This is an optimization exercise on Yosys and OpenROAD, whose aim is small area, a short achievable clock period and few clock cycles, not a production implementation. RTL that was checked went through simulation tests only; none was proved equivalent to the original. Only the layout flow was run in run 1; the RTL was not checked for function there. Power and IR drop assume default switching activity.

### flow/flow/run.sh
#!/bin/bash
# The standard layout (the standard.sh: unchanged synthesis, floorplan,
# placement, clock tree and routing) with two changes to how it is made:
#  - the port buffers are buf_2 cells (every port still gets its own buffer);
#  - the timing repair steps are asked to leave a setup margin, so that the
#    design is optimised toward a clock period shorter than the
#    constraint's. The constraint file itself is not changed.
set -euo pipefail
export BUFFER_PORTS_ARGS="-buffer_cell sky130_fd_sc_hd__buf_2"
export SETUP_SLACK_MARGIN=14.8
bash standard.sh > standard.log 2>&1
### flow/standard.sh
#!/bin/bash
# synth_recipe.tcl (not shown) runs the flow's synth.tcl, then flattens the netlist and writes it again
# the make line also repeats each setting of config.mk as NAME=value (left out here)
make -C /OpenROAD-flow-scripts/flow DESIGN_CONFIG=/design/flow/config.mk WORK_HOME=/design/flow/orfs CLKGATE_MAP_FILE= SYNTH_SCRIPT=/design/flow/synth_recipe.tcl "${@:-finish}"
### flow/config.mk
export PLATFORM = sky130hd
export DESIGN_NAME = pcf8583_rtc
export DESIGN_NICKNAME = pcf8583_rtc
export VERILOG_FILES = /design/flow/design.v
export SDC_FILE = /design/flow/constraint.sdc
export NUM_CORES = 4
export LEC_CHECK = 0
export CAP_MARGIN = 20
export CORE_MARGIN = 2
export CORE_UTILIZATION = 55
export CTS_CLUSTER_DIAMETER = 100
export CTS_CLUSTER_SIZE = 24
export SLEW_MARGIN = 20
### flow/constraint.sdc
create_clock -name core_clock -period 20.0 [get_ports {clk}]
set_input_delay 4.0000 -clock core_clock [delete_from_list [all_inputs] [get_ports {clk}]]
set_output_delay 4.0000 -clock core_clock [all_outputs]
set_load 0.01 [all_outputs]
### flow/design.v
module pcf8583_divu (
    input  wire        clk,
    input  wire        rst,
    input  wire        start,
    input  wire [40:0] a,
    input  wire [17:0] b,
    input  wire [5:0]  n,
    output wire [40:0] quo,
    output wire [17:0] rem,
    output reg         done
);
    reg [40:0] q;
    reg [18:0] r;
    reg [17:0] d;
    reg [5:0]  cnt;
    reg        run;
    wire [19:0] trial = {r, q[40]} - {2'b00, d};
    always @(posedge clk) begin
        if (rst) begin
            run  <= 1'b0;
            done <= 1'b0;
            cnt  <= 6'd0;
            q    <= 41'd0;
            d    <= 18'd0;
            r    <= 19'd0;
        end else begin
            done <= 1'b0;
            if (start) begin
                q   <= a << (6'd41 - n);
                r   <= 19'd0;
                d   <= b;
                cnt <= n;
                run <= 1'b1;
            end else if (run) begin
                if (!trial[19]) begin
                    r <= trial[18:0];
                    q <= {q[39:0], 1'b1};
                end else begin
                    r <= {r[17:0], q[40]};
                    q <= {q[39:0], 1'b0};
                end
                cnt <= cnt - 6'd1;
                if (cnt == 6'd1) begin
                    run  <= 1'b0;
                    done <= 1'b1;
                end
            end
        end
    end
    assign quo = q;
    assign rem = r[17:0];
endmodule
module pcf8583_rtc (
    input  wire        clk,
    input  wire        rst,
    input  wire        scl_i,
    input  wire        sda_i,
    input  wire [39:0] host_now,
    input  wire [6:0]  host_cs,
    output wire        sda_o,
    output wire        busy
);
    localparam [40:0] KOFF = 41'd617564390400;    
    localparam [3:0] S_IDLE       = 4'd0;
    localparam [3:0] S_START_WAIT = 4'd1;
    localparam [3:0] S_GET_ADDR   = 4'd2;
    localparam [3:0] S_AW_ACK     = 4'd3;
    localparam [3:0] S_AR_ACK     = 4'd4;
    localparam [3:0] S_GET_REG    = 4'd5;
    localparam [3:0] S_REG_ACK    = 4'd6;
    localparam [3:0] S_READ       = 4'd7;
    localparam [3:0] S_READ_ACK   = 4'd8;
    localparam [3:0] S_WRITE      = 4'd9;
    localparam [3:0] S_WRITE_ACK  = 4'd10;
    localparam [4:0] E_IDLE   = 5'd0;
    localparam [4:0] E_MAIN   = 5'd1;
    localparam [4:0] E_P0     = 5'd2;
    localparam [4:0] E_P1     = 5'd3;
    localparam [4:0] E_P2     = 5'd4;
    localparam [4:0] E_P3     = 5'd5;
    localparam [4:0] E_P4     = 5'd6;
    localparam [4:0] E_P5     = 5'd7;
    localparam [4:0] E_P6     = 5'd8;
    localparam [4:0] E_P7     = 5'd9;
    localparam [4:0] E_D1     = 5'd10;
    localparam [4:0] E_D2     = 5'd11;
    localparam [4:0] E_MUL    = 5'd12;
    localparam [4:0] E_COMMIT = 5'd13;
    localparam [4:0] E_PSTART = 5'd14;
    localparam [4:0] E_D0     = 5'd15;
    localparam [4:0] E_D1B    = 5'd16;
    function [7:0] bcd7;
        input [6:0] v;
        begin
            bcd7 = (v / 7'd10) * 8'd16 + {1'b0, v % 7'd10};
        end
    endfunction
    function [10:0] st675;
        input [9:0] r; input b;
        reg [10:0] t;
        reg [10:0] tm;
        begin
            t = {r, b};
            tm = t - 11'd675;
            st675 = (t >= 11'd675) ? {1'b1, tm[9:0]} : {1'b0, t[9:0]};
        end
    endfunction
    function [18:0] st146097;
        input [17:0] r; input b;
        reg [18:0] t;
        reg [18:0] tm;
        begin
            t = {r, b};
            tm = t - 19'd146097;
            st146097 = (t >= 19'd146097) ? {1'b1, tm[17:0]} : {1'b0, t[17:0]};
        end
    endfunction
    function [2:0] st7;
        input [2:0] r; input b;
        reg [3:0] t;
        begin
            t = {r, b};
            st7 = (t >= 4'd7) ? t - 4'd7 : t[2:0];
        end
    endfunction
    function [11:0] st1461;
        input [10:0] r; input b;
        reg [11:0] t;
        reg [11:0] tm;
        begin
            t = {r, b};
            tm = t - 12'd1461;
            st1461 = (t >= 12'd1461) ? {1'b1, tm[10:0]} : {1'b0, t[10:0]};
        end
    endfunction
    function [8:0] st225;
        input [7:0] r; input b;
        reg [8:0] t;
        reg [8:0] tm;
        begin
            t = {r, b};
            tm = t - 9'd225;
            st225 = (t >= 9'd225) ? {1'b1, tm[7:0]} : {1'b0, t[7:0]};
        end
    endfunction
    function [4:0] st15;
        input [3:0] r; input b;
        reg [4:0] t;
        reg [4:0] tm;
        begin
            t = {r, b};
            tm = t - 5'd15;
            st15 = (t >= 5'd15) ? {1'b1, tm[3:0]} : {1'b0, t[3:0]};
        end
    endfunction
    function isleapv;
        input [7:0] v; input [1:0] c4;
        begin
            if (v[1:0] != 2'd0)      isleapv = 1'b0;
            else if (v == 8'd0)      isleapv = (c4 == 2'd0);
            else if (v == 8'd100)    isleapv = (c4 == 2'd3);
            else                     isleapv = 1'b1;
        end
    endfunction
    function [4:0] mlen;
        input [3:0] m; input lp;
        begin
            if (m == 4'd2) mlen = lp ? 5'd29 : 5'd28;
            else if (m == 4'd4 || m == 4'd6 || m == 4'd9 || m == 4'd11) mlen = 5'd30;
            else mlen = 5'd31;
        end
    endfunction
    function [8:0] cumd;
        input [3:0] m; input lp;
        reg [8:0] c;
        begin
            case (m)
                4'd1:  c = 9'd0;   4'd2:  c = 9'd31;  4'd3:  c = 9'd59;
                4'd4:  c = 9'd90;  4'd5:  c = 9'd120; 4'd6:  c = 9'd151;
                4'd7:  c = 9'd181; 4'd8:  c = 9'd212; 4'd9:  c = 9'd243;
                4'd10: c = 9'd273; 4'd11: c = 9'd304; default: c = 9'd334;
            endcase
            cumd = c + ((m >= 4'd3 && lp) ? 9'd1 : 9'd0);
        end
    endfunction
    function [2:0] cum7;
        input [3:0] m; input lp;
        reg [2:0] c;
        begin
            case (m)
                4'd1:  c = 3'd0; 4'd2:  c = 3'd3; 4'd3:  c = 3'd3;
                4'd4:  c = 3'd6; 4'd5:  c = 3'd1; 4'd6:  c = 3'd4;
                4'd7:  c = 3'd6; 4'd8:  c = 3'd2; 4'd9:  c = 3'd5;
                4'd10: c = 3'd0; 4'd11: c = 3'd3; default: c = 3'd5;
            endcase
            if (m >= 4'd3 && lp) c = (c == 3'd6) ? 3'd0 : c + 3'd1;
            cum7 = c;
        end
    endfunction
    reg [39:0] hn_r;          
    reg        rst_r;
    always @(posedge clk) begin
        rst_r <= rst;
    end
    reg        scl_q, sda_q;
    reg [3:0]  ps;
    reg [2:0]  bc;
    reg [7:0]  sh;
    reg [7:0]  ptr;
    reg        sda_reg, busy_reg;
    reg        ev_start, ev_ring, ev_time, ev_ctrl, ev_halt, ev_res;
    wire [7:0] ev_data = sh;             
    wire [7:0] ev_ptr = ptr - 8'd1;      
    reg [7:0]  nb;
    reg        nb_rdy;
    assign sda_o = sda_reg;
    assign busy  = busy_reg;
    wire op_ok    = !busy_reg;
    wire c_fall   = op_ok & scl_q & ~scl_i;
    wire c_edge   = op_ok & (scl_q ^ scl_i);
    wire d_edge   = op_ok & ~(scl_q ^ scl_i) & (sda_q ^ sda_i);
    wire c_start  = d_edge & scl_q & ~sda_i;
    wire c_stop   = d_edge & scl_q & sda_i;
    wire [7:0] shifted = {sh[6:0], sda_q};
    wire       bdone   = (bc == 3'd7);
    wire [7:0] ptr_inc = ptr + 8'd1;
    reg  [3:0] f_ps;
    reg  [2:0] f_bc;
    reg  [7:0] f_sh, f_ptr;
    reg        f_wr, f_sda;
    always @(*) begin
        f_ps  = ps;
        f_bc  = bc;
        f_sh  = sh;
        f_ptr = ptr;
        f_wr  = 1'b0;
        f_sda = 1'b1;
        case (ps)
            S_START_WAIT: f_ps = S_GET_ADDR;
            S_GET_ADDR: begin
                f_sh = shifted;
                f_bc = bc + 3'd1;
                if (bdone) begin
                    if (shifted == 8'hA0)      begin f_ps = S_AW_ACK; f_sda = 1'b0; end
                    else if (shifted == 8'hA1) begin f_ps = S_AR_ACK; f_sda = 1'b0; end
                    else                       f_ps = S_IDLE;
                end
            end
            S_AW_ACK: begin
                f_bc = 3'd0;
                f_ps = S_GET_REG;
            end
            S_GET_REG: begin
                f_sh = shifted;
                f_bc = bc + 3'd1;
                if (bdone) begin
                    f_ptr = shifted;
                    f_ps  = S_REG_ACK;
                    f_sda = 1'b0;
                end
            end
            S_REG_ACK, S_WRITE_ACK: begin
                f_bc = 3'd0;
                f_ps = S_WRITE;
            end
            S_WRITE: begin
                f_sh = shifted;
                f_bc = bc + 3'd1;
                if (bdone) begin
                    f_ptr = ptr_inc;
                    f_ps  = S_WRITE_ACK;
                    f_wr  = 1'b1;
                    f_sda = 1'b0;
                end
            end
            S_AR_ACK: begin
                f_sh  = nb;
                f_bc  = 3'd0;
                f_ps  = S_READ;
                f_sda = nb[7];
            end
            S_READ: begin
                f_bc = bc + 3'd1;
                f_sh = {sh[6:0], 1'b0};
                if (bdone) begin
                    f_ps  = S_READ_ACK;
                    f_sda = 1'b0;
                end else begin
                    f_sda = sh[6];
                end
            end
            S_READ_ACK: begin
                if (!sda_q) begin
                    f_ptr = ptr_inc;
                    f_sh  = nb;
                    f_bc  = 3'd0;
                    f_ps  = S_READ;
                    f_sda = nb[7];
                end else begin
                    f_ps = S_IDLE;
                end
            end
            default: ;
        endcase
    end
    wire w_ring = f_wr && (ptr[7:3] != 5'd0);
    wire w_time = f_wr && (ptr[7:3] == 5'd0) && (ptr[2:0] >= 3'd2) && (ptr[2:0] <= 3'd6);
    wire w_ctrl = f_wr && (ptr == 8'd0);
    reg [1983:0] ring;
    reg [7:0]    rc;
    reg [4:0]    clr_cnt;
    wire         clr = (clr_cnt != 5'd0);
    reg          pw_valid;
    reg [7:0]    pw_idx;
    reg [7:0]    pw_data;
    reg [7:0]    ws_r;        
    wire         wfire = pw_valid && (ws_r[3:0] == 4'd0);
    wire [7:0]   pw_wd = clr ? 8'd0 : pw_data;
    wire [127:0] tap_src;
    genvar gk, gi;
    generate
        for (gk = 0; gk < 16; gk = gk + 1) begin : g_tap
            localparam integer SRC = (gk == 0) ? 247 : 16 * gk - 1;
            assign tap_src[8*gk +: 8] = ring[8*SRC +: 8];
        end
        for (gi = 0; gi < 248; gi = gi + 1) begin : g_ring
            if (gi % 16 == 0) begin : g_t
                always @(posedge clk)
                    ring[8*gi +: 8] <= (clr || (wfire && ws_r[7:4] == (gi / 16))) ? pw_wd :
                                       tap_src[8*(gi/16) +: 8];
            end else begin : g_s
                always @(posedge clk)
                    ring[8*gi +: 8] <= ring[8*(gi-1) +: 8];
            end
        end
    endgenerate
    function [7:0] slot_next;
        input [7:0] idx; input [7:0] c;
        reg [8:0] s, m;
        begin
            s = {1'b0, idx} + {1'b0, c} + 9'd1;
            m = s - 9'd248;
            slot_next = m[8] ? s[7:0] : m[7:0];
        end
    endfunction
    reg [4:0]  eph;
    reg        ejob_w;        
    reg [2:0]  emode;
    reg [7:0]  wv;            
    reg [2:0]  wx;            
    reg [3:0]  ecnt;
    reg        pend, pend_add;
    reg        snap_valid;
    reg [6:0]  cs_snap;
    reg [7:0]  ctrl;
    reg        halted, am_pm;
    reg [27:0] eq;            
    reg [9:0]  r1;
    reg [17:0] r2;
    reg [6:0]  low7;
    reg [2:0]  w7;
    reg [1:0]  qb;
    reg [3:0]  mr;
    wire [11:0] dp = r2[11:0];
    wire [8:0]  dq = r1[8:0];
    wire [11:0] dr = eq[11:0];
    reg [5:0]  f_sc, f_mi;
    reg [4:0]  f_hr, f_dom;
    reg [3:0]  f_mon;
    reg [6:0]  f_w;           
    reg [1:0]  f_c4;          
    reg [2:0]  f_wd;
    reg [40:0] tb;
    wire [7:0] tgt   = (ps == S_READ || ps == S_READ_ACK) ? ptr_inc : ptr;
    wire [7:0] tidx  = {tgt[7:3] - 5'd1, tgt[2:0]};
    reg  [7:0] tgt_r, ts_r;
    wire       tring_r = (tgt_r[7:3] != 5'd0);
    wire       thit  = (ts_r[3:0] == 4'd0);
    wire [7:0] tapv  = tap_src[8*ts_r[7:4] +: 8];
    wire [7:0] tidx_r = {tgt_r[7:3] - 5'd1, tgt_r[2:0]};
    wire       pconf_r = pw_valid && (pw_idx == tidx_r);
    wire       pconf = pw_valid && (pw_idx == tidx);
    wire [4:0] h12 = (f_hr == 5'd0) ? 5'd12 : (f_hr > 5'd12) ? f_hr - 5'd12 : f_hr;
    reg  [6:0] raw7;
    reg  [7:0] ext8;
    always @(*) begin
        raw7 = 7'd0;
        ext8 = 8'd0;
        case (tgt[2:0])
            3'd1: raw7 = cs_snap;
            3'd2: raw7 = {1'b0, f_sc};
            3'd3: raw7 = {1'b0, f_mi};
            3'd4: begin
                raw7 = {2'b00, am_pm ? h12 : f_hr};
                ext8 = am_pm ? {1'b1, (f_hr >= 5'd12), 6'd0} : 8'd0;
            end
            3'd5: begin raw7 = {2'b00, f_dom}; ext8 = {f_w[1:0], 6'd0}; end
            3'd6: begin raw7 = {3'b000, f_mon}; ext8 = {f_wd + 3'd1, 5'd0}; end
            default: ;
        endcase
    end
    reg  [7:0] pre8;
    reg  [7:0] pre_ext;
    reg        pre_bcd;
    wire [7:0] regbyte = pre_bcd ? (bcd7(pre8[6:0]) | pre_ext) : pre8;
    wire       tsnap_r = (tgt_r[2:0] >= 3'd2) && (tgt_r[2:0] <= 3'd6);
    wire ld_ok = nb_rdy && (tgt == tgt_r) && !((tgt[7:3] != 5'd0) && pconf);
    wire wpre     = ejob_w && (eph != E_IDLE) && (eph != E_PSTART);
    wire proc_add = ev_halt | ev_res | ev_start | ev_time;
    wire do_commit = (eph == E_COMMIT) && !proc_add;
    wire do_pstart = (eph == E_PSTART) && !proc_add;
    reg [1:0]  add_bs;        
    always @(*) begin
        if (ev_halt)                     add_bs = 2'd1;
        else if (ev_res)                 add_bs = 2'd2;
        else if (ev_start || ev_time)    add_bs = halted ? 2'd0 : 2'd1;
        else if (eph == E_COMMIT)        add_bs = 2'd3;
        else                             add_bs = pend_add ? 2'd1 : 2'd0;
    end
    wire [40:0] hn_x  = {hn_r[39], hn_r};
    wire [40:0] add_a = tb;
    wire [40:0] add_b = (add_bs == 2'd1) ? hn_x :
                        (add_bs == 2'd2) ? ~hn_x :
                        (add_bs == 2'd3) ? {{13{eq[27]}}, eq} : 41'd0;
    wire [40:0] sum   = add_a + add_b + {40'd0, (add_bs == 2'd2)};
    wire start_direct = ev_start && !wpre;
    wire div_load = start_direct || ev_time || do_pstart;
    integer j;
    reg [9:0]  m_r1;
    reg [27:0] m_eq;
    reg [1:0]  m_q;
    reg [10:0] s1;
    always @(*) begin
        m_r1 = r1; m_eq = eq; m_q = 2'd0;
        for (j = 0; j < 2; j = j + 1) begin
            s1   = st675(m_r1, m_eq[27]);
            m_eq = {m_eq[26:0], 1'b0};
            m_r1 = s1[9:0];
            m_q  = {m_q[0], s1[10]};
        end
    end
    reg [17:0] m_r2;
    reg [2:0]  m_w7;
    reg [1:0]  m_q2;
    reg [18:0] s2;
    always @(*) begin
        m_r2 = r2; m_w7 = w7; m_q2 = 2'd0;
        for (j = 0; j < 2; j = j + 1) begin
            s2   = st146097(m_r2, qb[1 - j]);
            m_r2 = s2[17:0];
            m_q2 = {m_q2[0], s2[18]};
            m_w7 = st7(m_w7, qb[1 - j]);
        end
    end
    wire [8:0]  h1  = st225(r1[9:2], r1[1]);
    wire [8:0]  h2  = st225(h1[7:0], r1[0]);
    wire [7:0]  h_r = h2[7:0];
    wire [1:0]  h_q = {h1[8], h2[8]};
    wire [17:0] xz  = {m_r2[17:2], 2'b11};           
    reg  [3:0]  mn_r;
    reg  [2:0]  mn_q;
    reg  [4:0]  s4;
    always @(*) begin
        mn_r = mr;
        mn_q = 3'd0;
        for (j = 0; j < 3; j = j + 1) begin
            s4   = st15(mn_r, r1[9 - j]);
            mn_r = s4[3:0];
            mn_q = {mn_q[1:0], s4[4]};
        end
    end
    reg  [10:0] z_r;
    reg  [6:0]  z_eq;
    reg  [11:0] s5;
    always @(*) begin
        z_r  = r2[10:0];
        z_eq = eq[6:0];
        for (j = 0; j < 2; j = j + 1) begin
            if (eph != E_P5 || j == 0) begin
                s5   = st1461(z_r, z_eq[6]);
                z_r  = s5[10:0];
                z_eq = {z_eq[5:0], s5[11]};
            end
        end
    end
    wire [8:0] ny = r2[10:2];
    wire [3:0] mp = (ny >= 9'd337) ? 4'd11 : (ny >= 9'd306) ? 4'd10 : (ny >= 9'd275) ? 4'd9 :
                    (ny >= 9'd245) ? 4'd8  : (ny >= 9'd214) ? 4'd7  : (ny >= 9'd184) ? 4'd6 :
                    (ny >= 9'd153) ? 4'd5  : (ny >= 9'd122) ? 4'd4  : (ny >= 9'd92)  ? 4'd3 :
                    (ny >= 9'd61)  ? 4'd2  : (ny >= 9'd31)  ? 4'd1  : 4'd0;
    reg  [8:0] mstart;
    always @(*) begin
        case (mr)
            4'd0: mstart = 9'd0;   4'd1: mstart = 9'd31;  4'd2: mstart = 9'd61;
            4'd3: mstart = 9'd92;  4'd4: mstart = 9'd122; 4'd5: mstart = 9'd153;
            4'd6: mstart = 9'd184; 4'd7: mstart = 9'd214; 4'd8: mstart = 9'd245;
            4'd9: mstart = 9'd275; 4'd10: mstart = 9'd306; default: mstart = 9'd337;
        endcase
    end
    wire [8:0] dom9 = ny - mstart + 9'd1;
    wire       jan  = (mr >= 4'd10);
    wire [3:0] mon4 = jan ? mr - 4'd9 : mr + 4'd3;
    wire [3:0] wd4  = {1'b0, w7} + 4'd3;
    wire [2:0] wdn  = (wd4 >= 4'd7) ? wd4[2:0] - 3'd7 : wd4[2:0];
    wire [7:0] v_sec  = ev_data[7:4] * 8'd10 + {4'd0, ev_data[3:0]};
    wire [5:0] v_dom  = ev_data[5:4] * 6'd10 + {2'd0, ev_data[3:0]};
    wire [4:0] v_m5   = (ev_data[4] ? 5'd10 : 5'd0) + {1'b0, ev_data[3:0]};
    wire [4:0] v_m12  = (v_m5 >= 5'd24) ? v_m5 - 5'd24 : (v_m5 >= 5'd12) ? v_m5 - 5'd12 : v_m5;
    wire [5:0] v_hour = ev_data[7] ? ({1'b0, v_m12} + (ev_data[6] ? 6'd12 : 6'd0)) : v_dom;
    wire [2:0] v_wday = (ev_data[7:5] == 3'd0) ? 3'd6 : ev_data[7:5] - 3'd1;
    wire [1:0] v_ma   = (v_m5 == 5'd0) ? 2'd0 : (v_m5 <= 5'd12) ? 2'd1 :
                        (v_m5 <= 5'd24) ? 2'd2 : 2'd3;
    wire [3:0] v_mn   = (v_m5 == 5'd0) ? 4'd12 : (v_m5 <= 5'd12) ? v_m5[3:0] :
                        (v_m5 <= 5'd24) ? v_m5[3:0] - 4'd12 : 4'd1;
    reg  [7:0] wv_n;
    reg  [2:0] wx_n;
    always @(*) begin
        wx_n = 3'd0;
        case (ev_ptr[2:0])
            3'd2, 3'd3: wv_n = v_sec;
            3'd4:       wv_n = {2'd0, v_hour};
            3'd5:       begin wv_n = {2'd0, v_dom}; wx_n = {1'b0, ev_data[7:6]}; end
            default:    begin wv_n = {2'd0, v_ma, v_mn}; wx_n = v_wday; end
        endcase
    end
    wire [1:0] y4     = f_w[1:0];
    wire [3:0] lp_n = {isleapv({1'b0, f_w}, f_c4), isleapv({1'b0, f_w} - 8'd1, f_c4),
                       isleapv({1'b0, f_w} + 8'd1, f_c4), isleapv({1'b0, f_w[6:2], 2'b00}, f_c4)};
    wire lp_y   = mr[3];
    wire lp_ym1 = mr[2];
    wire lp_yp1 = mr[1];
    wire lp_b   = mr[0];
    reg  [3:0]  m1;
    reg  [1:0]  rel;          
    reg  [1:0]  y1m4;
    reg         l1;
    reg  [11:0] g_day;
    reg  [4:0]  dom_adj;
    wire [4:0]  lm = mlen(f_mon, lp_y);
    wire [2:0]  kd = {1'b0, wx[1:0]} - {1'b0, y1m4};    
    always @(*) begin
        if (wv[5:0] == 6'd0) begin
            m1  = (f_mon == 4'd1) ? 4'd12 : f_mon - 4'd1;
            rel = (f_mon == 4'd1) ? 2'd3 : 2'd0;
        end else if (wv[5:0] <= {1'b0, lm}) begin
            m1  = f_mon;
            rel = 2'd0;
        end else begin
            m1  = (f_mon == 4'd12) ? 4'd1 : f_mon + 4'd1;
            rel = (f_mon == 4'd12) ? 2'd1 : 2'd0;
        end
        y1m4 = y4 + rel;
        l1   = (rel == 2'd1 && y4 == 2'd3) ? lp_yp1 : lp_b;
        case (kd)
            3'd1:    g_day = 12'd365;
            3'd2:    g_day = 12'd730;
            3'd3:    g_day = 12'd1095;
            3'd7:    g_day = -12'd365;
            3'd6:    g_day = -12'd730;
            3'd5:    g_day = -12'd1095;
            default: g_day = 12'd0;
        endcase
        dom_adj = f_dom;
        if (m1 <= 4'd2 && l1) begin
            if (wx[1:0] != 2'd0 && y1m4 == 2'd0) dom_adj = f_dom - 5'd1;
            if (wx[1:0] == 2'd0 && y1m4 != 2'd0) dom_adj = f_dom + 5'd1;
        end
    end
    wire [1:0]  ma = wv[5:4];
    wire [3:0]  mn = wv[3:0];
    reg  [11:0] jy;
    reg  [2:0]  jy7;
    reg         lpn;
    always @(*) begin
        case (ma)
            2'd0: begin
                jy = lp_ym1 ? -12'd366 : -12'd365; jy7 = lp_ym1 ? 3'd5 : 3'd6; lpn = lp_ym1;
            end
            2'd1: begin jy = 12'd0; jy7 = 3'd0; lpn = lp_y; end
            2'd2: begin
                jy = lp_y ? 12'd366 : 12'd365; jy7 = lp_y ? 3'd2 : 3'd1; lpn = lp_yp1;
            end
            default: begin
                jy = 12'd730 + {11'd0, lp_y} + {11'd0, lp_yp1};
                jy7 = 3'd2 + {2'd0, lp_y} + {2'd0, lp_yp1};
                lpn = 1'b0;
            end
        endcase
    end
    wire [4:0] w7s  = {2'd0, f_wd} + {2'd0, jy7} + {2'd0, cum7(mn, lpn)} +
                      5'd7 - {2'd0, cum7(f_mon, lp_y)};
    wire [2:0] wd1  = dr[4:0] % 5'd7;
    wire [11:0] dval = dp - {3'd0, dq} + dr;
    reg  signed [2:0] bdig;       
    reg  signed [2:0] bd_r;       
    wire [3:0] ecnt_n = (eph == E_D2) ? ((emode == 3'd3) ? 4'd2 : (emode == 3'd4) ? 4'd5 : 4'd7)
                                      : ecnt - 4'd1;
    always @(*) begin
        bdig = 3'sd0;
        case (emode)
            3'd3: case (ecnt_n)       
                      4'd3: bdig = 3'sd1;  4'd1: bdig = -3'sd1;  default: ;
                  endcase
            3'd4: case (ecnt_n)       
                      4'd6: bdig = 3'sd1;  4'd4: bdig = -3'sd2;  4'd2: bdig = 3'sd1;
                      default: ;
                  endcase
            default: case (ecnt_n)    
                      4'd8, 4'd7, 4'd6: bdig = 3'sd1;
                      4'd4: bdig = 3'sd2;  4'd3: bdig = -3'sd2;
                      default: ;
                  endcase
        endcase
    end
    wire [27:0] dx    = {{16{dp[11]}}, dp};
    wire [27:0] bterm = (bd_r == 3'sd2 || bd_r == -3'sd2) ? {dx[26:0], 1'b0} :
                        (bd_r == 3'sd0) ? 28'd0 : dx;
    wire        bneg  = bd_r[2];
    wire [27:0] mul_n = {eq[25:0], 2'b00} + (bterm ^ {28{bneg}}) + {27'd0, bneg};
    wire hn_hold = pend || (ev_start && wpre);
    always @(posedge clk)
        if (c_start || !hn_hold) hn_r <= host_now;
    always @(posedge clk) begin
        if (rst_r) begin
            scl_q    <= 1'b1;
            sda_q    <= 1'b1;
            ps       <= S_IDLE;
            ptr      <= 8'd0;
            sda_reg  <= 1'b1;
            ev_start <= 1'b0;
            ev_ring  <= 1'b0;
            ev_time  <= 1'b0;
            ev_ctrl  <= 1'b0;
            ev_halt  <= 1'b0;
            ev_res   <= 1'b0;
        end else begin
            if (c_edge) scl_q <= scl_i;
            if (d_edge) sda_q <= sda_i;
            if (c_fall) begin
                ps      <= f_ps;
                bc      <= f_bc;
                sh      <= f_sh;
                ptr     <= f_ptr;
                sda_reg <= f_sda;
            end else if (c_start) begin
                ps      <= S_START_WAIT;
                bc      <= 3'd0;
                sda_reg <= 1'b1;
            end else if (c_stop) begin
                ps      <= S_IDLE;
                sda_reg <= 1'b1;
            end
            ev_start <= c_start;
            if (c_start) cs_snap <= host_cs;
            ev_ring  <= c_fall & w_ring;
            ev_time  <= c_fall & w_time;
            ev_ctrl  <= c_fall & w_ctrl;
            ev_halt  <= c_fall & w_ctrl & shifted[7] & !halted;
            ev_res   <= c_fall & w_ctrl & !shifted[7] & halted;
        end
    end
    always @(posedge clk) begin
        if (rst || rst_r)
            busy_reg <= 1'b1;
        else
            busy_reg <= (((ps == S_AR_ACK) || (ps == S_READ_ACK)) && !ld_ok) ||
                        ((ps == S_WRITE) && (bc == 3'd7) && (pw_valid || ev_ring ||
                         ((ptr[7:3] == 5'd0) && (ptr[2:0] != 3'd1) && (ptr[2:0] != 3'd7) &&
                          ejob_w && (eph != E_IDLE))));
    end
    always @(posedge clk) begin
        rc <= (rc == 8'd247) ? 8'd0 : rc + 8'd1;
        ws_r  <= slot_next(ev_ring ? {ev_ptr[7:3] - 5'd1, ev_ptr[2:0]} : pw_idx, rc);
        tgt_r <= tgt;
        ts_r  <= slot_next(tidx, rc);
        pre8    <= (tgt[2:0] == 3'd0) ? ctrl : {1'b0, raw7};
        pre_ext <= ext8;
        pre_bcd <= (tgt[2:0] != 3'd0) && (tgt[2:0] != 3'd7);
        if (rst_r) begin
            ctrl       <= 8'd0;
            halted     <= 1'b0;
            am_pm      <= 1'b0;
            tb         <= KOFF;
            rc         <= 8'd0;
            clr_cnt    <= 5'd16;
            pw_valid   <= 1'b0;
            nb_rdy     <= 1'b0;
            eph        <= E_IDLE;
            ejob_w     <= 1'b0;
            pend       <= 1'b0;
            snap_valid <= 1'b0;
        end else begin
            if (ev_ctrl) ctrl <= ev_data;
            if (ev_halt) begin
                tb     <= sum;
                halted <= 1'b1;
            end
            if (ev_res) begin
                tb     <= sum;
                halted <= 1'b0;
            end
            if (ev_time && ev_ptr[2:0] == 3'd4) am_pm <= ev_data[7];
            if (clr) clr_cnt <= clr_cnt - 5'd1;
            if (ev_ring) begin
                pw_valid <= 1'b1;
                pw_idx   <= {ev_ptr[7:3] - 5'd1, ev_ptr[2:0]};
                pw_data  <= ev_data;
            end else if (wfire) begin
                pw_valid <= 1'b0;
            end
            if (ev_start || ev_ring || ev_time || ev_ctrl || tgt != tgt_r) begin
                nb_rdy <= 1'b0;
            end else if (!tring_r) begin
                nb     <= regbyte;
                nb_rdy <= !tsnap_r || snap_valid;
            end else if (pconf_r) begin
                nb_rdy <= 1'b0;
            end else if (thit) begin
                nb     <= tapv;
                nb_rdy <= !clr;
            end
            if (ev_start) begin
                snap_valid <= 1'b0;
                if (wpre) begin
                    pend     <= 1'b1;
                    pend_add <= !halted;
                end else begin
                    pend <= 1'b0;
                end
            end
            if (ev_time) begin
                snap_valid <= 1'b0;
                wv    <= wv_n;
                wx    <= wx_n;
                emode <= ev_ptr[2:0];
            end
            if (div_load) begin
                ejob_w <= ev_time;
                eph    <= E_MAIN;
                ecnt   <= 4'd0;
                r1     <= {4'd0, sum[40:35]};
                eq     <= sum[34:7];
                low7   <= sum[6:0];
                r2     <= 18'd0;
                w7     <= 3'd0;
                qb     <= 2'd0;
                if (do_pstart) pend <= 1'b0;
            end else begin
                case (eph)
                    E_MAIN: begin
                        r1 <= m_r1; eq <= m_eq; qb <= m_q;
                        r2 <= m_r2; w7 <= m_w7;
                        ecnt <= ecnt + 4'd1;
                        if (ecnt == 4'd13) eph <= E_P0;
                    end
                    E_P0: begin
                        r2   <= m_r2; w7 <= m_w7;
                        qb   <= 2'b11;
                        r1   <= {h_r, low7[6:5]};
                        low7 <= {low7[4:0], 2'b00};
                        f_hr <= {3'd0, h_q};
                        eph  <= E_P1;
                    end
                    E_P1: begin
                        f_c4 <= m_q2;
                        r2   <= {7'd0, xz[17:7]};
                        eq   <= {21'd0, xz[6:0]};
                        r1   <= {h_r, low7[6:5]};
                        low7 <= {low7[4:0], 2'b00};
                        f_hr <= {f_hr[2:0], h_q};
                        eph  <= E_P2;
                    end
                    E_P2: begin
                        r2   <= {7'd0, z_r};
                        eq   <= {21'd0, z_eq};
                        mr   <= h1[7:4];
                        r1   <= {h1[3:0], r1[0], low7[6], 4'd0};
                        f_hr <= {f_hr[3:0], h1[8]};
                        eph  <= E_P3;
                    end
                    E_P3: begin
                        r2   <= {7'd0, z_r};
                        eq   <= {21'd0, z_eq};
                        mr   <= mn_r;
                        r1   <= {r1[6:0], 3'd0};
                        f_mi <= {3'd0, mn_q};
                        eph  <= E_P4;
                    end
                    E_P4: begin
                        r2   <= {7'd0, z_r};
                        eq   <= {21'd0, z_eq};
                        f_mi <= {f_mi[2:0], mn_q};
                        f_sc <= {mn_r, low7[5:4]};
                        eph  <= (ejob_w && emode <= 3'd4) ? E_D1 : E_P5;
                    end
                    E_P5: begin
                        r2  <= {7'd0, z_r};
                        eq  <= {21'd0, z_eq};
                        eph <= E_P6;
                    end
                    E_P6: begin
                        mr  <= mp;
                        eph <= E_P7;
                    end
                    E_P7: begin
                        f_dom <= dom9[4:0];
                        f_mon <= mon4;
                        f_w   <= eq[6:0] + {6'd0, jan};
                        f_wd  <= wdn;
                        if (ejob_w) begin
                            eph <= E_D0;
                        end else begin
                            eph        <= E_IDLE;
                            snap_valid <= 1'b1;
                        end
                    end
                    E_D0: begin
                        mr  <= lp_n;
                        eph <= E_D1;
                    end
                    E_D1: begin
                        case (emode)
                            3'd2: begin r2 <= {10'd0, wv}; r1 <= {4'd0, f_sc}; eq <= 28'd0; end
                            3'd3: begin r2 <= {10'd0, wv}; r1 <= {4'd0, f_mi}; eq <= 28'd0; end
                            3'd4: begin r2 <= {10'd0, wv}; r1 <= {5'd0, f_hr}; eq <= 28'd0; end
                            3'd5: begin r2 <= {10'd0, wv}; r1 <= {5'd0, dom_adj}; eq <= {16'd0, g_day}; end
                            default: begin
                                r2 <= {6'd0, jy + {3'd0, cumd(mn, lpn)}};
                                r1 <= {1'b0, cumd(f_mon, lp_y)};
                                eq <= {23'd0, w7s};
                            end
                        endcase
                        eph <= (emode == 3'd6) ? E_D1B : E_D2;
                    end
                    E_D1B: begin
                        if (emode == 3'd6) eq <= {16'd0, {9'd0, wx} - {9'd0, wd1}};
                        eph <= E_D2;
                    end
                    E_D2: begin
                        r2 <= {6'd0, dval};
                        eq <= {{16{dval[11]}}, dval};
                        bd_r <= bdig;
                        case (emode)
                            3'd2:    begin ecnt <= 4'd0; eph <= E_COMMIT; end
                            3'd3:    begin ecnt <= 4'd2; eph <= E_MUL; end
                            3'd4:    begin ecnt <= 4'd5; eph <= E_MUL; end
                            default: begin ecnt <= 4'd7; eph <= E_MUL; end
                        endcase
                    end
                    E_MUL: begin
                        eq   <= mul_n;
                        bd_r <= bdig;
                        ecnt <= ecnt - 4'd1;
                        if (ecnt == 4'd0) eph <= E_COMMIT;
                    end
                    E_COMMIT: begin
                        if (do_commit) begin
                            tb  <= sum;
                            eph <= pend ? E_PSTART : E_IDLE;
                        end
                    end
                    default: ;
                endcase
            end
        end
    end
endmodule
==> results of run 1 <==
[metal layers]
metal	track usage (%)	vias up	part of all wire, %
li1	-	21000	-
met3	2.390	218	4.1
met1	33.33	20790	46
met2	40.69	1037	47
met5	0	-	0
met4	7.622	0	2.9
[Yosys cell counts, types with 41 or more instances]
cell | n | share of area, %
a21oi_1 | 353 | 2.4
nor3_1 | 78 | 0.53
edfxtp_1 | 214 | 8.8
clkbuf_1 | 205 | 1.0
nor2_1 | 474 | 2.4
nand3_1 | 96 | 0.65
nand2b_1 | 50 | 0.43
nand2_1 | 483 | 2.5
ha_1 | 228 | 3.9
a211oi_1 | 52 | 0.53
dfxtp_1 | 2146 | 58
a21o_1 | 75 | 0.77
mux4_2 | 41 | 1.3
xnor2_1 | 202 | 2.4
mux2i_1 | 144 | 2.0
o21ai_0 | 254 | 1.7
inv_1 | 177 | 0.90
xor2_1 | 92 | 1.1
nor2b_1 | 41 | 0.35
a221oi_1 | 46 | 0.55
[per-stage QoR]
| stage | hold WS [ns] | cell area, sq um | instances |
|---|---|---|---|
| floorplan | 0.3096 | 73520 | 6112 |
| global placement | 0.3096 | 75570 | 7756 |
| detailed placement | 0.3121 | 75580 | 7757 |
| CTS | 0.2929 | 78860 | 7905 |
| global route | 0.3113 | 79470 | 7955 |
| finish | 0.3086 | 79470 | 7956 |
[worst paths after layout]
path | from | to | slack, ns | cells after the start
worst max-delay path | busy_reg | busy | 14.75 | 1
worst min-delay path | ring[619] | ring[627] | 0.31 | 0
worst max register to register | r2[0] | r2[7] | 14.90 | 17
worst min register to register | ring[619] | ring[627] | 0.31 | 0
[power by group through the flow]
| stage | Clock, mW | Combinational (mW) | Sequential, mW |
|---|---|---|---|
| after floorplan | 0 | 0.164 | 4.90 |
| after global placement | 0 | 0.214 | 4.91 |
| after global routing | 2.69 | 0.245 | 4.81 |
| after CTS | 2.53 | 0.219 | 4.80 |
| final | 2.46 | 0.222 | 4.80 |
| after detailed placement | 0 | 0.216 | 4.91 |
[cells in the final DEF (no fill, tap or decap), types with 96 or more instances in the layout]
cell and n:
inv_1 175, clkbuf_16 112, dfxtp_1 2138, ha_1 226, nand2_1 481, mux2i_1 144
nand3_1 96, a21oi_1 343, o21ai_0 247, buf_4 109, xnor2_1 198, edfxtp_1 214
nor2_1 468
[cells by family (layout without fill, tap and decap cells)]
group,after synthesis,in the layout
xor+xnor,295,295
simple gates,1413,1413
other cells,2,5
flops,2360,2360
fa+ha+maj,256,256
compound gates,1145,1145
mux,216,216
buf+inv,423,498
[what timing repair did]
action                                 CTS  global route
setup endpoints to repair               54            60
gates resized for setup                 27            53
cloned                                   0             1
pin swaps                                1             9
endpoints found under the hold margin    0             0
setup buffers                            6            49
[layout make-up]
type | count | share of cell area (%)
repair buffers | 166 | 1.477
well taps | 1768 | 2.784
inverters | 190 | 0.9258
clock inverters | 17 | 0.4015
clock buffers | 125 | 3.561
flip-flops and latches | 2360 | 62.16
diodes | 1 | 0.003149
multi-input cells | 3329 | 28.68
==> flow_summary_export.csv, run 1 <==
group,metric,value,unit
worst_setup_path,cp_slowest_cell,"dfxtp_4",
final_layout,seq_area,49400,sq um
logic_synthesis,syn_area,73440,sq um
final_layout,multiInputGateArea,22790,sq um
detailed_routing,drt_iter0_markers,3211,
clocking,clk_path_buf_depth,3,
global_route,grt_pass1_wl,251.9,mm
final_layout,top_register,"ring",
timing,slew_violations,0,
worst_setup_path,cp_data_required_time,16.00,ns
timing,tightest_slew,1.072,ns
placed_design,dp_hpwl,119.3,mm
global_route,grt_overflow,0,
floorplan,ios,53,
run,max_cap_viol_count,0,
global_route,grt_pass1_vias,41000,
timing,setup_ws,14.75,ns
worst_setup_path,critPathTopFamily,"flip-flops",
floorplan,fp.dieH,369.4,microns
logic_synthesis,ys_ff_latch,2360,
global_route,grt_max_degree,85,
timing,final-setup-viol-count,0,
power_and_ir_drop,sw_frac_of_total,21.09,%
floorplan,rows,134,
logic_synthesis,synthAdderAreaFrac,4.634,%
logic_synthesis,synth_warnings,1,
floorplan,dieArea,136500,sq um
worst_setup_path,cp_num_buf_inv,1,
global_route,grt_usage,24.31,%
floorplan,initial_core_util,55.24,%
logic_synthesis,synth_compound_area_share,10.07,%
logic_synthesis,yosysSeqAreaShare,67.25,%
power_and_ir_drop,p_int,5.902,mW
worst_setup_path,crit_path_cell_trace,"buf_6",
logic_synthesis,synth_edf_count,214,
detailed_routing,routed_via_density,5.411,
timing,fin_setup_tns,0,ns
clocking,cts_root_buf,"clkbuf_16",
detailed_routing,vias,43050,
logic_synthesis,synth_top_family_by_area,"compound AO/OA/AOI/OAI gates",
detailed_routing,drc,0,
logic_synthesis,synthMuxAreaShare,3.695,%
final_layout,largest_register_ff_count,1984,
clocking,clk_pin_slew_worst_paths,0.10,ns
worst_setup_path,worstSetupStartpointType,"register",
power_and_ir_drop,power_frac_seq,64.2,%
timing,fin_crit,5.249,ns
clocking,cts_tree,"built",
power_and_ir_drop,p_sw,1.578,mW
logic_synthesis,synthCells,6110,
timing,fin_skew,0.06147,ns
logic_synthesis,async_reset_ff_share,0,%
power_and_ir_drop,power,7.480,mW
detailed_routing,drt_wl_total,167.9,mm
power_and_ir_drop,p_leak,31.15,nW
final_layout,nFillCells,10920,
run_status,outcome,"complete, no violations",
worst_setup_path,crit_fanout,2,
clocking,cts_hold_buf,0,
clocking,clock-sinks,2360,
logic_synthesis,ys_types,96,
power_and_ir_drop,combPwrFrac,3.0,%
floorplan,core_area,133000,sq um
final_layout,layout.nets,6464,
logic_synthesis,synth_xor_xnor_area_share,3.539,%
timing,rsz0062_at_grt,"yes",
timing,hold_viol_final,0,
placed_design,pre_cts_ws,14.00,ns
worst_setup_path,crit_type,"register to primary output",
hold_path,holdCritPathClass,"register to register",
detailed_routing,route.antenna.remaining_nets,0,
logic_synthesis,yosys.area_share.simple,8.615,%
worst_setup_path,cp-end-kind,"primary output",
timing,post-route-period-util,26.25,%
clocking,numCtsBuffers,111,
clocking,cts_htree_levels,3,
detailed_routing,first_pass_iters,6,
power_and_ir_drop,clock_power_share,32.8,%
final_layout,area_delta_synth_final,8.208,%
power_and_ir_drop,peakVddDrop,0.00009864,V
worst_setup_path,crit_arrival,1.25,ns
placed_design,gp_congestion,0.9319,
worst_setup_path,max_stage_delay,0.37,ns
timing,relSlewSlack,28.08,%
final_layout,reg_top3,"ring: 1984 flops, tb: 41 flops, hn_r: 40 flops",
floorplan,die_w,369.4,microns
logic_synthesis,synth_ff_type,"dfxtp_1",
logic_synthesis,syn_avg_cell_area,12.02,sq um
detailed_routing,wl_per_cell,21.11,microns
final_layout,finalCoreUtilization,59.77,%
placed_design,portBuffers,52,
final_layout,layout-drive-gt1-share,8.162,%
clocking,clk_latency,0.76,ns
global_route,antenna_found_initial,0,
power_and_ir_drop,p_per_area,94.13,nW/um^2
timing,fmax,190.5,MHz
==> run 2, diff against run 1 <==
--- a/flow/design.v
+++ b/flow/design.v
@@ -661,6 +661,8 @@
     end
     always @(posedge clk) begin
-        if (rst || rst_r)
+        if (rst)
             busy_reg <= 1'b1;
+        else if (rst_r)
+            busy_reg <= 1'b0;
         else
             busy_reg <= (((ps == S_AR_ACK) || (ps == S_READ_ACK)) && !ld_ok) ||
==> run 2 against run 1 <==
Still clean on timing, DRC and antenna. Sequential cell count did not move. Final cell count rose by 0.26%. Die area rose by 0.77%. Critical path depth did not move. Synthesized cell count rose by 0.51%. Global-route usage fell by 0.093 points. Total power rose by 1.0%. Clock-buffer cell count rose by 7. Via count rose by 2.1%. Critical endpoint is now sda_o. Highest routed layer is now met5.
==> flow_summary_export.csv, run 2 <==
group,metric,value,unit
logic_synthesis,syn_area,74020,sq um
worst_setup_path,crit_type,"register to primary output",
worst_setup_path,reg2reg_from,"wv[5]",
final_layout,layout_common_cells,"dfxtp_1, nor2_1, nand2_1",
final_layout,reg_top3,"ring: 1984 flops, tb: 41 flops, hn_r: 40 flops",
global_route,grt_usage,24.21,%
timing,slew_violations,0,
placed_design,portBuffers,52,
logic_synthesis,ys_ff_latch,2360,
power_and_ir_drop,p_per_area,94.71,nW/um^2
worst_setup_path,cp_slowest_cell,"dfxtp_4",
timing,post-route-period-util,26.41,%
detailed_routing,route.antenna.remaining_nets,0,
global_route,antenna_found_initial,7,
clocking,cts_root_buf,"clkbuf_16",
timing,fin_skew,0.05172,ns
detailed_routing,drt_wl_total,168.7,mm
floorplan,initial_core_util,55.46,%
floorplan,core_area,133500,sq um
floorplan,fp.dieH,370.8,microns
logic_synthesis,synth.top_cell.area_share,58.04,%
clocking,clk_latency,0.78,ns
hold_path,holdCritPathClass,"register to register",
worst_setup_path,rrSetupSlack,15.01,ns
worst_setup_path,reg2reg_depth,18,
clocking,clk_path_buf_depth,3,
detailed_routing,drc,0,
worst_setup_path,worstSetupStartpointType,"register",
worst_setup_path,cp-end-kind,"primary output",
detailed_routing,first_pass_iters,7,
clocking,clk_pin_slew_worst_paths,0.10,ns
timing,tightest_slew,1.186,ns
timing,fin_crit,5.281,ns
worst_setup_path,crit_cells,1,
floorplan,rows,134,
floorplan,die_w,370.8,microns
timing,hold_slack,0.3027,ns
timing,fin_setup_tns,0,ns
hold_path,hold_depth,0,
clocking,cts_htree_levels,3,
timing,final-setup-viol-count,0,
power_and_ir_drop,peakVddDrop,0.00009834,V
clocking,cts_hold_buf,0,
logic_synthesis,synthCells,6141,
timing,rsz0062_at_grt,"yes",
clocking,numCtsBuffers,111,
worst_setup_path,cp_num_buf_inv,1,
logic_synthesis,synth_most_common_cell,"dfxtp_1",
logic_synthesis,ys_top_cells_by_count,"dfxtp_1, nor2_1, nand2_1",
worst_setup_path,crit_path_cell_trace,"buf_6",
detailed_routing,vias,43940,
hold_path,hold_path_startpoint,"ring[1387]",
worst_setup_path,critPathTopFamily,"flip-flops",
timing,relSlewSlack,20.94,%
power_and_ir_drop,p_leak,31.15,nW
worst_setup_path,crit_arrival,1.28,ns
logic_synthesis,ys_types,103,
final_layout,finalCoreUtilization,59.78,%
hold_path,whs_endpoint,"ring[1395]",
final_layout,nFillCells,10970,
logic_synthesis,synth_edf_count,214,
worst_setup_path,max_stage_delay,0.37,ns
worst_setup_path,crit_fanout,2,
floorplan,ios,53,
logic_synthesis,synth_warnings,1,
run,max_cap_viol_count,0,
final_layout,layout.nets,6480,
worst_setup_path,timing.rr.end,"r2[7]",
worst_setup_path,cp_data_required_time,16.00,ns
worst_setup_path,critPathLaunch,"sda_reg",
final_layout,top_register,"ring",
final_layout,area_delta_synth_final,7.786,%
detailed_routing,drt_iter0_markers,3752,
global_route,grt_overflow,0,
global_route,grt_max_degree,63,
floorplan,dieArea,137500,sq um
logic_synthesis,synth_top_cell_by_area,"dfxtp_1",
detailed_routing,wl_per_cell,21.15,microns
final_layout,layout-drive-gt1-share,7.765,%
logic_synthesis,syn_avg_cell_area,12.05,sq um
logic_synthesis,synth_ff_type,"dfxtp_1",
clocking,cts_tree,"built",
final_layout,final_common_cell,"dfxtp_1",
timing,hold_viol_final,0,
final_layout,largest_register_ff_count,1984,
logic_synthesis,async_reset_ff_share,0,%
placed_design,gp_congestion,0.9296,
placed_design,dp_hpwl,119.0,mm
global_route,grt_pass1_wl,252.9,mm
run_status,outcome,"complete, no violations",
logic_synthesis,netlist_top_cells_area,"dfxtp_1, edfxtp_1, ha_1",
detailed_routing,routed_via_density,5.509,
timing,fmax,189.3,MHz
clocking,clock-sinks,2360,
global_route,grt_pass1_vias,41090,
logic_synthesis,yosysSeqAreaShare,66.73,%
[run 2: cell types whose count changed after synthesis, sizes merged, moves of 19 or more]
cell    change
mux2i      +41
nor2       +33
a21o       -21
a21oi      -36
nand2      -60
buf        +21
nand3      +19
clkbuf     -24
[run 2: cell type report]
class / instances / area, sq um / area share (%)
well taps: 1768 / 2212 / 2.773
repair inverters: 1 / 5.005 / 0.006273
clock inverters: 14 / 247.7 / 0.3105
clock buffers: 132 / 2899 / 3.634
repair buffers: 147 / 1023 / 1.283
diodes: 2 / 5.005 / 0.006273
multi-input cells: 3358 / 23220 / 29.11
inverters: 195 / 747.0 / 0.9363
flip-flops and latches: 2360 / 49410 / 61.94
[run 2: what timing repair did]
action,4_1_cts,5_1_grt
pin swaps,1,7
setup endpoints to repair,59,63
resized for setup,38,33
setup buffers,6,29
cloned,0,2
[run 2: how the worst max path moves through the flow]
stage | endpoint
finish | sda_o
global route | sda_o
CTS | sda_o
detailed placement | tb[40]
global placement | tb[40]
floorplan | ptr[5]
[run 2: cell families after synthesis]
family / Yosys count / share of synthesized area (%)
compound gates: 1126 / 9.958
xor+xnor: 271 / 3.247
fa+ha+maj: 255 / 4.584
buf+inv: 425 / 2.329
flops: 2360 / 66.73
mux: 256 / 4.206
other cells: 2 / 0.01015
simple gates: 1446 / 8.939
[run 2: layer usage]
metal,routed length (microns),part of all wire [%],vias up,track usage [%]
met5,13,0.0077,-,0
met4,5991,3.6,2,8.393
met3,9357,5.5,271,3.449
met2,73120,43,1244,36.71
met1,80240,48,21230,35.52
li1,-,-,21200,-
[run 2: power by group]
part           switching [mW]  internal, mW  leakage, nW
logic                   0.180         0.108         10.3
clock network            1.41          1.04         1.52
registers              0.0308          4.78         19.3
[run 2: metrics by stage]
step	std cells	cell area (sq um)	total power [mW]	setup slack (ns)
6_report	7977	79780	7.556	14.72
5_1_grt	7975	79770	7.829	14.65
4_1_cts	7944	79400	7.628	14.65
3_5_place_dp	7792	76100	5.207	13.83
3_3_place_gp	7792	76100	5.205	13.95
2_1_floorplan	6143	74090	5.119	14.65
Testbench counts of run 2, summed over its fixed seeds: cycles 117,860.
==> run 3, diff against run 2 <==
--- a/flow/config.mk
+++ b/flow/config.mk
@@ -9,5 +9,6 @@
 export CORE_MARGIN = 2
 export CORE_UTILIZATION = 55
-export CTS_CLUSTER_DIAMETER = 100
-export CTS_CLUSTER_SIZE = 24
+export CTS_BUF_LIST = sky130_fd_sc_hd__clkbuf_8
+export CTS_CLUSTER_DIAMETER = 60
+export CTS_CLUSTER_SIZE = 16
 export SLEW_MARGIN = 20
==> run 3 against run 2 <==
Wire length is 0.41% higher. First-iteration DRC count decreased by 1.8%. Clock power about the same. Design area increased by 0.23%. Sequential share of layout area fell by 0.14 points. Critical path type unchanged. Critical endpoint unchanged. Highest routed layer is now met4.
==> flow_summary_export.csv, run 3 <==
group,metric,value,unit
clocking,clk_pin_slew_worst_paths,0.09,ns
floorplan,die_w,370.8,microns
power_and_ir_drop,p_leak,31.38,nW
final_layout,final_area,79970,sq um
detailed_routing,highest_layer,"met4",
floorplan,ios,53,
hold_path,whs_endpoint,"ring[65]",
logic_synthesis,ys_ff_latch,2360,
timing,fin_crit,5.420,ns
placed_design,portBuffers,52,
clocking,cts_htree_levels,4,
global_route,grt_max_degree,63,
clocking,cts_tree,"built",
hold_path,hold_path_startpoint,"ring[57]",
timing,final-setup-viol-count,0,
global_route,grt_overflow,0,
worst_setup_path,rrSetupSlack,15.03,ns
logic_synthesis,async_reset_ff_share,0,%
clocking,cts_root_buf,"clkbuf_8",
detailed_routing,wl_met2,73.29,mm
logic_synthesis,synth.top_cell.area_share,58.04,%
worst_setup_path,critPathLaunch,"sda_reg",
final_layout,layout_common_cells,"dfxtp_1, nor2_1, nand2_1",
detailed_routing,routed_via_density,5.477,
global_route,grt_pass1_wl,254.3,mm
clocking,clk_latency,0.94,ns
final_layout,area_delta_synth_final,8.038,%
final_layout,final_common_cell,"dfxtp_1",
final_layout,layout-drive-gt1-share,9.414,%
logic_synthesis,synth_ff_type,"dfxtp_1",
logic_synthesis,yosysSeqAreaShare,66.73,%
clocking,clock-sinks,2360,
detailed_routing,wl_per_cell,20.97,microns
timing,post-route-period-util,27.10,%
worst_setup_path,timing.rr.end,"eq[24]",
floorplan,fp.dieH,370.8,microns
logic_synthesis,synth_top_cell_by_area,"dfxtp_1",
worst_setup_path,cp_slowest_cell,"dfxtp_4",
logic_synthesis,netlist_top_cells_area,"dfxtp_1, edfxtp_1, ha_1",
worst_setup_path,max_stage_delay,0.37,ns
detailed_routing,wl_met3,9.898,mm
detailed_routing,wl_met1,80.56,mm
global_route,grt_pass1_vias,41600,
logic_synthesis,syn_area,74020,sq um
clocking,numCtsBuffers,184,
worst_setup_path,critPathTopFamily,"flip-flops",
timing,tightest_slew,1.101,ns
detailed_routing,vias,44250,
worst_setup_path,cp_data_required_time,16.00,ns
placed_design,dp_hpwl,119.0,mm
timing,relSlewSlack,26.06,%
final_layout,top_register,"ring",
worst_setup_path,cp-end-kind,"primary output",
timing,hold_viol_final,0,
logic_synthesis,syn_avg_cell_area,12.05,sq um
worst_setup_path,cp_num_buf_inv,1,
logic_synthesis,synth_warnings,1,
timing,fin_skew,0.06291,ns
worst_setup_path,worstSetupStartpointType,"register",
placed_design,dpl_cell_area,76100,sq um
timing,rsz0062_at_grt,"yes",
logic_synthesis,ys_types,103,
power_and_ir_drop,peakVddDrop,0.00008075,V
logic_synthesis,synth_most_common_cell,"dfxtp_1",
floorplan,dieArea,137500,sq um
clocking,clk_path_buf_depth,3,
placed_design,gp_congestion,0.9296,
hold_path,holdCritPathClass,"register to register",
final_layout,layout.nets,6554,
worst_setup_path,crit_type,"register to primary output",
detailed_routing,drt_iter0_markers,3684,
timing,hold_slack,0.3019,ns
timing,slew_violations,0,
logic_synthesis,synth_edf_count,214,
logic_synthesis,ys_top_cells_by_count,"dfxtp_1, nor2_1, nand2_1",
final_layout,largest_register_ff_count,1984,
floorplan,initial_core_util,55.46,%
timing,fin_setup_tns,0,ns
global_route,antenna_found_initial,7,
worst_setup_path,reg2reg_depth,21,
worst_setup_path,crit_arrival,1.42,ns
power_and_ir_drop,power,7.577,mW
worst_setup_path,crit_path_cell_trace,"buf_6",
detailed_routing,drc,0,
floorplan,core_area,133500,sq um
final_layout,reg_top3,"ring: 1984 flops, tb: 41 flops, hn_r: 40 flops",
logic_synthesis,synthCells,6141,
run_status,outcome,"complete, no violations",
power_and_ir_drop,p_per_area,94.76,nW/um^2
floorplan,rows,134,
detailed_routing,first_pass_iters,6,
global_route,grt_usage,24.38,%
run,max_cap_viol_count,0,
detailed_routing,route.antenna.remaining_nets,0,
worst_setup_path,reg2reg_from,"ev_time",
detailed_routing,drt_wl_total,169.4,mm
hold_path,hold_depth,0,
timing,fmax,184.5,MHz
worst_setup_path,crit_fanout,2,
run 3: stage by stage:
step / util [%] / instances / setup WS, ns
detailed placement: 57.02 / 7792 / 13.83
global placement: 57.02 / 7792 / 13.95
finish: 59.92 / 8079 / 14.58
global route: 59.92 / 8079 / 14.50
floorplan: - / 6143 / 14.65
CTS: 59.62 / 8047 / 14.46
run 3: cell type report:
type                       count  area (sq um)
timing repair inverter         1         5.005
tap                         1768          2212
multi-input combinational   3358         23230
sequential                  2360         49410
timing repair buffer         148          1051
fill                       10980         53490
inverter                     195         743.2
clock inverter                62         747.0
antenna                        1         2.502
clock buffer                 186          2560
run 3: worst max-delay path by stage:
stage / cells past startpoint / endpoint
final: 1 / sda_o
after floorplan: 9 / ptr[5]
after global placement: 21 / tb[40]
after CTS: 1 / sda_o
after global routing: 1 / sda_o
after detailed placement: 21 / tb[40]
run 3: cells by family after synthesis:
kind of cell	synth area share, %
compound gates	9.958
xor+xnor	3.247
mux	4.206
other cells	0.01015
simple gates	8.939
buf+inv	2.329
flops	66.73
fa+ha+maj	4.584
run 3: report_power, final:
part           internal [mW]  switching, mW
clock                  0.984           1.49
sequential              4.78         0.0308
combinational          0.108          0.179
run 3: per-layer routing:
metal,global-route usage (%),vias to the layer above
met5,0,-
met4,8.385,0
met3,4.130,274
met2,36.78,1334
met1,35.49,21290
li1,-,21360
run 3: repair_timing:
item / CTS / global route
setup buffers: 7 / 28
pin swaps: 0 / 11
endpoints found under the setup margin: 59 / 65
gates resized for setup: 36 / 35
gates cloned: 0 / 2
hold buffers: 0 / 0
==> run 4, diff against run 3 <==
--- a/flow/config.mk
+++ b/flow/config.mk
@@ -10,5 +10,5 @@
 export CORE_UTILIZATION = 55
 export CTS_BUF_LIST = sky130_fd_sc_hd__clkbuf_8
-export CTS_CLUSTER_DIAMETER = 60
-export CTS_CLUSTER_SIZE = 16
+export CTS_CLUSTER_DIAMETER = 50
+export CTS_CLUSTER_SIZE = 20
 export SLEW_MARGIN = 20
==> run 4 against run 3 <==
Largest power group unchanged. Clock power down 2%. Sequential cell count unchanged. Area after synthesis unchanged. Setup slack better by 0.044 ns. Die area unchanged. Wire length about the same. Combinational power about the same. Utilization about the same. Design area about the same. Total power down 0.67%. Synthesized cell count unchanged. Still clean on timing, DRC and antenna.
==> flow_summary_export.csv, run 4 <==
group,metric,value,unit
hold_path,holdCritPathClass,"register to register",
logic_synthesis,synth_ff_type,"dfxtp_1",
floorplan,fp.dieH,370.8,microns
power_and_ir_drop,peakVddDrop,0.00008654,V
clocking,cts_htree_levels,4,
final_layout,top_register,"ring",
detailed_routing,routed_via_density,5.450,
timing,tightest_slew,1.117,ns
final_layout,layout-drive-gt1-share,9.492,%
floorplan,dieArea,137500,sq um
worst_setup_path,cp_slowest_cell,"dfxtp_4",
power_and_ir_drop,p_leak,31.34,nW
logic_synthesis,yosysSeqAreaShare,66.73,%
run_status,outcome,"complete, no violations",
worst_setup_path,cp_num_buf_inv,1,
clocking,cts_root_buf,"clkbuf_8",
placed_design,gp_congestion,0.9296,
floorplan,rows,134,
timing,setup_ws,14.62,ns
final_layout,final_common_cell,"dfxtp_1",
detailed_routing,vias,44120,
floorplan,core_area,133500,sq um
detailed_routing,drt_iter0_markers,3761,
worst_setup_path,critPathTopFamily,"flip-flops",
run,max_cap_viol_count,0,
detailed_routing,route.antenna.remaining_nets,0,
worst_setup_path,crit_type,"register to primary output",
global_route,grt_overflow,0,
worst_setup_path,crit_arrival,1.38,ns
worst_setup_path,max_stage_delay,0.37,ns
timing,rsz0062_at_grt,"yes",
floorplan,initial_core_util,55.46,%
detailed_routing,wl_per_cell,20.93,microns
final_layout,layoutNonFillerInstCount,8095,
worst_setup_path,cp_data_required_time,16.00,ns
logic_synthesis,ys_types,103,
clocking,cts_tree,"built",
detailed_routing,drt_wl_total,169.4,mm
final_layout,area_delta_synth_final,8.001,%
placed_design,portBuffers,52,
logic_synthesis,syn_avg_cell_area,12.05,sq um
clocking,clock-sinks,2360,
clocking,clk_path_buf_depth,3,
final_layout,layout.nets,6541,
clocking,clk_pin_slew_worst_paths,0.11,ns
timing,slew_violations,0,
timing,fin_skew,0.07907,ns
final_layout,nFillCells,11020,
global_route,grt_usage,24.36,%
floorplan,die_w,370.8,microns
logic_synthesis,netlist_top_cells_area,"dfxtp_1, edfxtp_1, ha_1",
timing,post-route-period-util,26.88,%
placed_design,dp_hpwl,119.0,mm
global_route,antenna_found_initial,7,
clocking,clk_latency,0.90,ns
logic_synthesis,syn_area,74020,sq um
final_layout,layout_common_cells,"dfxtp_1, nor2_1, nand2_1",
clocking,numCtsBuffers,169,
logic_synthesis,synth_edf_count,214,
timing,fin_crit,5.376,ns
logic_synthesis,synth_top_cell_by_area,"dfxtp_1",
logic_synthesis,async_reset_ff_share,0,%
global_route,grt_max_degree,63,
global_route,grt_pass1_wl,254.0,mm
final_layout,largest_register_ff_count,1984,
logic_synthesis,synth_most_common_cell,"dfxtp_1",
logic_synthesis,ys_top_cells_by_count,"dfxtp_1, nor2_1, nand2_1",
global_route,grt_pass1_vias,41420,
logic_synthesis,synthCells,6141,
detailed_routing,drc,0,
logic_synthesis,ys_ff_latch,2360,
timing,relSlewSlack,24.95,%
final_layout,reg_top3,"ring: 1984 flops, tb: 41 flops, hn_r: 40 flops",
placed_design,pre_cts_ws,13.83,ns
worst_setup_path,cp-end-kind,"primary output",
worst_setup_path,crit_fanout,2,
placed_design,place_inst,7792,
timing,fmax,186.0,MHz
worst_setup_path,crit_path_cell_trace,"buf_6",
detailed_routing,first_pass_iters,9,
logic_synthesis,synth.top_cell.area_share,58.04,%
power_and_ir_drop,p_per_area,94.16,nW/um^2
floorplan,ios,53,
timing,fin_setup_tns,0,ns
timing,final-setup-viol-count,0,
logic_synthesis,synth_warnings,1,
timing,hold_viol_final,0,
worst_setup_path,worstSetupStartpointType,"register",
==> run 4: cell types whose count changed in the layout (fill, tap and decap cells not counted), sizes merged <==
cell / change
clkbuf: -9
diode: +5
buf: +2
clkinvlp: +7
clkinv: +14
bufinv: -4
inv: +1
==> run 4: worst paths after layout <==
check / cells after the start / slack [ns] / startpoint / endpoint
worst max-delay path: 1 / 14.62 / sda_reg / sda_o
worst min-delay path: 0 / 0.31 / ring[212] / ring[220]
worst max register to register: 21 / 15.06 / eph[2] / tb[40]
worst min register to register: 0 / 0.31 / ring[212] / ring[220]
==> run 4: area by class of cell <==
cell class,instances,area (sq um),area share [%]
Inverter,195,743.2,0.9297
Antenna cell,6,15.01,0.01878
Timing Repair inverter,1,5.005,0.006261
Clock buffer,177,2436,3.047
Sequential cell,2360,49410,61.82
Clock inverter,80,809.5,1.013
Multi-Input combinational cell,3358,23240,29.07
Tap cell,1768,2212,2.767
Timing Repair Buffer,150,1066,1.334
==> run 4: what timing repair did <==
action	CTS	global route
hold buffers	0	0
setup buffers	7	30
endpoints found under the setup margin	62	58
resized for setup	36	36
gates cloned	0	2
pin swaps	1	9
endpoints found under the hold margin	0	0
==> run 4: power breakdown <==
group          total, mW  leakage (nW)  internal (mW)  switching (mW)
clock network       2.42          1.68          0.910            1.51
logic              0.287          10.3          0.108           0.179
registers           4.82          19.3           4.79          0.0309
==> run 4: cells by family after synthesis <==
| group | count (synthesis) | synth area share, % |
|---|---|---|
| compound gates | 1126 | 9.958 |
| simple gates | 1446 | 8.939 |
| xor+xnor | 271 | 3.247 |
| flops | 2360 | 66.73 |
| buf+inv | 425 | 2.329 |
| mux | 256 | 4.206 |
| fa+ha+maj | 255 | 4.584 |
| other cells | 2 | 0.01015 |
==> run 4: stage by stage <==
step / power [mW] / hold WS [ns] / util [%] / cell area, sq um
after floorplan: 5.119 / 0.3096 / - / 74090
after global placement: 5.205 / 0.3096 / 57.02 / 76100
after detailed placement: 5.207 / 0.3121 / 57.02 / 76100
after CTS: 7.605 / 0.3093 / 59.57 / 79500
after global routing: 7.813 / 0.3097 / 59.89 / 79930
final: 7.527 / 0.3063 / 59.90 / 79940
==> run 4: metal layers <==
metal	global-route usage [%]	share of wire (%)	vias up
li1	-	-	21360
met1	35.36	48	21220
met2	36.67	43	1244
met3	4.220	5.7	287
met4	8.673	3.4	2
met5	0	0.0077	-

[port drivers added, routing unchanged]
In the flow no input, the clock included, has a driving cell. The finished layouts below were timed again as built, in two steps.
Step 1 assumes that a clkbuf_16 drives the clock port and a buf_2 every other input.
Step 2 also shifts input and output timing later by t, the mid clock arrival at the registers, as if the neighbouring blocks saw the same clock.
a / b / c = ideal / step 1 / step 2; a / b = the first two.
run	t (ns)	setup WS [ns]	hold WS [ns]	worst register clock-pin slew, ns	pins driven straight from the clock port
run 1	0.815	14.751 / 14.670 / 14.206	0.309 / 0.309 / 0.309	0.11 / 0.11	1
run 2	0.835	14.719 / 14.641 / 14.181	0.303 / 0.303 / 0.303	0.11 / 0.11	1
run 3	0.974	14.580 / 14.509 / 14.189	0.302 / 0.302 / 0.302	0.11 / 0.11	1
run 4	0.941	14.624 / 14.551 / 14.162	0.306 / 0.306 / 0.306	0.12 / 0.12	1
After both steps every run listed still meets setup and hold. For run 1, which loses most, drivers alone change the setup slack by -0.081 ns; drivers and shift together by -0.545 ns.
